What follows belongs to an exercise in optimizing a design on an open flow for small area, a short achievable clock period and few clock cycles per item; a production flow would make more cautious choices. At most, simulation tests tie the RTL to the original design; equivalence was not proved. Power figures rest on the tool's default switching activity, not on a simulated workload.

== before ==
## pf_engine
module pf_engine (
    input  wire        clk,
    input  wire        rst,
    input  wire        cmd_valid,
    output wire        cmd_ready,
    input  wire [1:0]  cmd_op,
    input  wire [7:0]  cmd_klen,
    input  wire [7:0]  cmd_tlen,
    input  wire        in_valid,
    output wire        in_ready,
    input  wire [7:0]  in_data,
    output wire        out_valid,
    input  wire        out_ready,
    output wire [7:0]  out_data,
    output wire        done,
    output wire [2:0]  err_code,
    output wire [15:0] err_info
);
    localparam OP_ENC = 2'd0, OP_DEC = 2'd1, OP_MAT = 2'd2;
    localparam SC_NONE = 2'd0, SC_EMPTY = 2'd1, SC_ODD = 2'd2, SC_BAD = 2'd3;
    localparam IS_IDLE = 2'd0, IS_CAP = 2'd1, IS_STREAM = 2'd2;
    function [5:0] alpha(input integer i);
        alpha = (i < 26) ? (6'd33 + i) : (i - 10);
    endfunction
    reg [1:0] ist;
    reg       cmd_ready_r, in_ready_r;
    reg [1:0] op_in;
    reg [7:0] krem, trem;
    reg [1:0] sc_in;
    reg       started;
    reg       init_req;
    reg [7:0] mb, sb;
    reg       m_v, s_v;
    reg       m_first, m_last, m_text, m_null;
    reg       s_first, s_last, s_text, s_null;
    reg       m_okE, m_okD, m_sp, m_low;
    reg       s_okE, s_okD, s_sp, s_low;
    wire i_up  = (in_data >= 8'h41 && in_data <= 8'h5a);
    wire i_low = (in_data >= 8'h61 && in_data <= 8'h7a);
    wire i_dig = (in_data >= 8'h30 && in_data <= 8'h39);
    wire i_sp  = (in_data == 8'h20);
    assign cmd_ready = cmd_ready_r;
    assign in_ready  = in_ready_r;
    wire cmd_fire = cmd_valid & cmd_ready_r;
    wire in_fire  = in_valid & in_ready_r;
    wire cap_op3  = (op_in == 2'd3);
  ...
Size in the first run: roughly 2,600 cells after synthesis, roughly 62 I/O pins, about 0.023 mm^2 of cells after synthesis.
Settings: LEC_CHECK=0, CAP_MARGIN=20, CORE_MARGIN=2, CORE_UTILIZATION=40, SLEW_MARGIN=20; clock period 10.0 ns.
standard.sh (not shown) runs the stock make flow with config.mk's settings and CLKGATE_MAP_FILE= SYNTH_SCRIPT=/design/flow/synth_recipe.tcl, a recipe that flattens the netlist after the stock synthesis.
==> flow/flow/run.sh <==
#!/bin/bash
set -euo pipefail
bash standard.sh BUFFER_PORTS_ARGS="-buffer_cell sky130_fd_sc_hd__buf_4" \
    SETUP_SLACK_MARGIN=6.8 TNS_END_PERCENT=100 finish > standard_flow.log 2>&1
What after does differently from before at the input level:
--- a/flow/design.v
+++ b/flow/design.v
@@ -86,21 +86,20 @@
     reg       pok;           
     reg       openc;         
     reg       have_a;
     reg [5:0] pa_r, pa_c;
     reg [2:0] err_r;
     reg [15:0] info_r;       
-    reg [5:0] ba_r, ba_c, bb_r, bb_c;
-    reg       b_dec;
+    reg [5:0] cur_r, cur_c, nxt_r, nxt_c;
     reg       busy_b, has_nxt, mat_mode, end_b;
     reg [7:0] f0, f1;
     reg       v0, v1;
     reg       done_r;
     wire room      = !v1;
     wire emit      = busy_b & room;
-    wire cur_last  = ba_r[5] & ba_c[5];
+    wire cur_last  = cur_r[5] & cur_c[5];
     wire last_emit = mat_mode ? cur_last : !has_nxt;
     wire busy_after = busy_b & !(emit & last_emit);
     wire ev_key  = m_v & !m_text & !m_null;
     wire ev_text = m_v & m_text;
     wire op_enc  = openc;
     wire proc_en = ev_text & !m_first & pok;
@@ -124,22 +123,19 @@
     wire do_ins  = m_v & !m_text & !m_null & ok_enc & !busy_after &
                    !(m_last & (end_b | done_r)) & !(init_req & m_first);
     wire dec_dir = (op_a == OP_DEC);
     function [5:0] step(input [5:0] x, input d);
         step = d ? {x[0], x[5:1]} : {x[4:0], x[5]};
     endfunction
-    wire sr  = |(ba_r & bb_r);
-    wire scl = |(ba_c & bb_c);
+    wire sr = |(pa_r & row_s);
+    wire scl = |(pa_c & col_s);
     wire colrule = scl & !sr;
-    wire [5:0] x_r = has_nxt ? ba_r : bb_r;
-    wire [5:0] x_c = has_nxt ? ba_c : bb_c;
-    wire [5:0] y_c = has_nxt ? bb_c : ba_c;
-    wire [5:0] o_r = colrule ? step(x_r, b_dec) : x_r;
-    wire [5:0] o_c = sr ? step(x_c, b_dec) : (scl ? x_c : y_c);
-    wire [5:0] cur_r = mat_mode ? ba_r : o_r;
-    wire [5:0] cur_c = mat_mode ? ba_c : o_c;
+    wire [5:0] c0_r = colrule ? step(pa_r, dec_dir) : pa_r;
+    wire [5:0] c0_c = sr ? step(pa_c, dec_dir) : (scl ? pa_c : col_s);
+    wire [5:0] c1_r = colrule ? step(row_s, dec_dir) : row_s;
+    wire [5:0] c1_c = sr ? step(col_s, dec_dir) : (scl ? col_s : pa_c);
     wire load_pair = m_v & m_text & !m_first & pok & have_a & t_ok & !t_space &
                      !busy_after & !end_b & !done_r;
     wire load_mat  = take & mat_end;
     wire end_now   = take & is_end;
     wire [7:0] pidx_n = (take & ev_text & !err_i & !t_bad & !t_space) ? info_r[15:8] + 8'd1
                                                                    : info_r[15:8];
@@ -262,23 +258,26 @@
                           (sc_now == SC_ODD)   ? {pidx_n, 8'd0} :
                           err_n                ? {pidx_n, eb_n} : 16'd0;
             end
         end
         if (done_r) info_r <= 16'd0;
         if (load_pair) begin
-            ba_r <= pa_r; ba_c <= pa_c;
-            bb_r <= row_s; bb_c <= col_s;
-            b_dec <= dec_dir;
+            cur_r <= c0_r; cur_c <= c0_c;
+            nxt_r <= c1_r; nxt_c <= c1_c;
         end else if (load_mat) begin
-            ba_r <= 6'b000001; ba_c <= 6'b000001;
-        end else if (emit & mat_mode) begin
-            if (ba_c[5]) begin
-                ba_c <= 6'b000001;
-                ba_r <= {ba_r[4:0], ba_r[5]};
+            cur_r <= 6'b000001; cur_c <= 6'b000001;
+        end else if (emit) begin
+            if (mat_mode) begin
+                if (cur_c[5]) begin
+                    cur_c <= 6'b000001;
+                    cur_r <= {cur_r[4:0], cur_r[5]};
+                end else begin
+                    cur_c <= {cur_c[4:0], cur_c[5]};
+                end
             end else begin
-                ba_c <= {ba_c[4:0], ba_c[5]};
+                cur_r <= nxt_r; cur_c <= nxt_c;
             end
         end
         if (!v0 | pop) f0 <= v1 ? f1 : rd_ascii;
         if (!v1)       f1 <= rd_ascii;
         if (rst) begin
             ist         <= IS_IDLE;
Findings:
The lower post-synthesis instance total of before and after is in after.
Final worst-path setup slack: after > before
Delta (after minus before): post-synthesis to final-layout area growth lower, detailed route wirelength on metal2 lower, xor and xnor fraction of the mapped netlist area roughly the same.
before → after: fraction of the mapped netlist area in simple logic gates decreased by 2.6 points relative to the old numbers, part of the power in combinational logic grew by 6.6 points, fraction of area in multi-input gates went up, net switching power of the design climbed about 21%.
Worst-path cell with the longest stage delay = sky130_fd_sc_hd__nor4_1: after; worst-path cell with the longest stage delay = sky130_fd_sc_hd__or4_1: before
Testbench counts of after, summed over its fixed seeds: cycles 24,755, bytes 24,035.
No functional check of the RTL was part of before.

========
## rev 12
RTL: one of the versions met above, not the one the previous note started from.
Size in the first run: about 2500 cells after synthesis, roughly 400 flip-flops, ~62 I/O pins, about 0.023 sq mm of cells after synthesis.
export LEC_CHECK = 0
export CAP_MARGIN = 20
export CORE_MARGIN = 2
export CORE_UTILIZATION = 40
export CTS_CLUSTER_DIAMETER = 100
export CTS_CLUSTER_SIZE = 25
export SLEW_MARGIN = 20
create_clock -name core_clock -period 10.0 [get_ports {clk}]
Scripts as last shown in full above: flow/flow/run.sh
Testbench counts of rev 12, summed over its fixed seeds: cycles 24,755, bytes 24,035.
Changes in rev 13 relative to rev 12:
--- a/flow/design.v
+++ b/flow/design.v
@@ -105,24 +105,24 @@
     wire proc_en = ev_text & !m_first & pok;
     wire t_space = op_enc & is_space;
     wire t_ok    = op_enc ? ok_enc : ok_dec;
     wire t_bad   = proc_en & !t_space & !t_ok;
     wire t_sym   = proc_en & !t_space & t_ok;
     wire t_pair  = t_sym & have_a;
     wire have_n  = t_sym ? !have_a : have_a;
-    wire pad     = ev_text & m_last & op_enc & proc_en & !t_bad & have_n;
+    wire pad     = ev_text & m_last & op_enc & !m_first & pok &
+                   (ok_enc ? !have_a : (is_space & have_a));
     wire [1:0] sc_now = m_first ? sc_in : sc_a;
     wire [1:0] op_now = m_first ? op_in : op_a;
     wire is_end  = m_v & m_last & !pad;
-    wire mat_end = is_end & (op_now == OP_MAT);
-    wire need_b  = (ev_text & t_pair) | mat_end | ev_key;
-    wire need_c  = ev_text | is_end;
-    wire stall   = (need_b & busy_after) | (need_c & (end_b | done_r));
+    wire mat_end = m_v & m_last & !m_text & (op_now == OP_MAT);
+    wire stall_t = (t_pair & busy_after) | end_b | done_r;
+    wire stall_n = ((!m_null | mat_end) & busy_after) | (m_last & (end_b | done_r));
     wire hold_f  = init_req & m_first;
-    wire take    = m_v & !stall & !hold_f;
+    wire take    = m_v & !hold_f & !(m_text ? stall_t : stall_n);
     wire do_init = init_req & (!m_v | m_first) & !busy_after;
     wire do_ins  = m_v & !m_text & !m_null & ok_enc & !busy_after &
                    !(m_last & (end_b | done_r)) & !(init_req & m_first);
     wire dec_dir = (op_a == OP_DEC);
     function [5:0] step(input [5:0] x, input d);
         step = d ? {x[0], x[5:1]} : {x[4:0], x[5]};
     endfunction
@@ -133,16 +133,16 @@
     wire [5:0] c0_c = sr ? step(pa_c, dec_dir) : (scl ? pa_c : col_s);
     wire [5:0] c1_r = colrule ? step(row_s, dec_dir) : row_s;
     wire [5:0] c1_c = sr ? step(col_s, dec_dir) : (scl ? col_s : pa_c);
     wire load_pair = m_v & m_text & !m_first & pok & have_a & t_ok & !t_space &
                      !busy_after & !end_b & !done_r;
     wire load_mat  = take & mat_end;
     wire end_now   = take & is_end;
-    wire [7:0] pidx_n = (take & ev_text & !err_i & !t_bad & !t_space) ? info_r[15:8] + 8'd1
-                                                                   : info_r[15:8];
+    wire [7:0] pidx_p = info_r[15:8] + 8'd1;
+    wire [7:0] pidx_n = (take & ev_text & !err_i & !t_bad & !t_space) ? pidx_p : info_r[15:8];
     wire       err_n  = (err_i & !m_first) | t_bad;
     wire [7:0] eb_n   = t_bad ? (op_enc ? mb_up : mb) : info_r[7:0];
     reg [5:0] rd;
     integer k;
     always @(*) begin
         rd = 6'd0;
         for (k = 0; k < 36; k = k + 1)
- Rev 13 ends up with lower iteration count of the initial detailed-routing pass than rev 12 does.
- Compared rev 13 vs rev 12, and via count of the first global-routing pass is up in rev 13.
- The via count reported for rev 13 is greater than that of rev 12 by 218.
- When rev 13 is measured against rev 12, its area added between synthesis and finish turns out 1.2 points lower.
- Delta (rev 13 minus rev 12): post-DP HPWL +about 6.6%, total wire length grew by 1100 um, clock-buffer cell count barely changed, sequential share of cell area saw an increase.
Testbench counts of rev 13, summed over its fixed seeds: cycles 24,755, bytes 24,035.

## what the ideal ports hide
The flow's constraints put no driver on any port. The routed layouts listed below were extracted and timed again, unchanged, in two steps. Step 1, drivers: a clkbuf_16 drives clk and a buf_2 each remaining input, both assumed. Step 2 adds t to the input delays and takes it off the output delays; t is the mean of the earliest and latest rising clock arrival at the registers after step 1. Input paths then give back, and output paths get back, about the clock's delay inside the block. Slacks: no drivers / after step 1 / after step 2; pairs: no drivers / after step 1.
| run | t (ns) | slack for setup (ns) | hold WS [ns] | slew at the worst register clock pin (ns) | worst slew at a driven data input, ns |
|---|---|---|---|---|---|
| before | 0.673 | 6.571 / 6.570 / 6.280 | 0.459 / 0.459 / 0.459 | 0.07 / 0.07 | 0.03 |
| after | 0.673 | 6.708 / 6.708 / 6.320 | 0.461 / 0.461 / 0.461 | 0.07 / 0.07 | 0.05 |
| rev 12 | 0.627 | 6.655 / 6.655 / 6.475 | 0.463 / 0.463 / 0.463 | 0.11 / 0.11 | 0.04 |
| rev 13 | 0.632 | 6.774 / 6.774 / 6.425 | 0.462 / 0.462 / 0.462 | 0.11 / 0.11 | 0.05 |
After both steps every run listed still meets setup and hold. For after, which loses most, drivers alone change the setup slack by 0.000 ns; drivers and shift together by -0.388 ns.
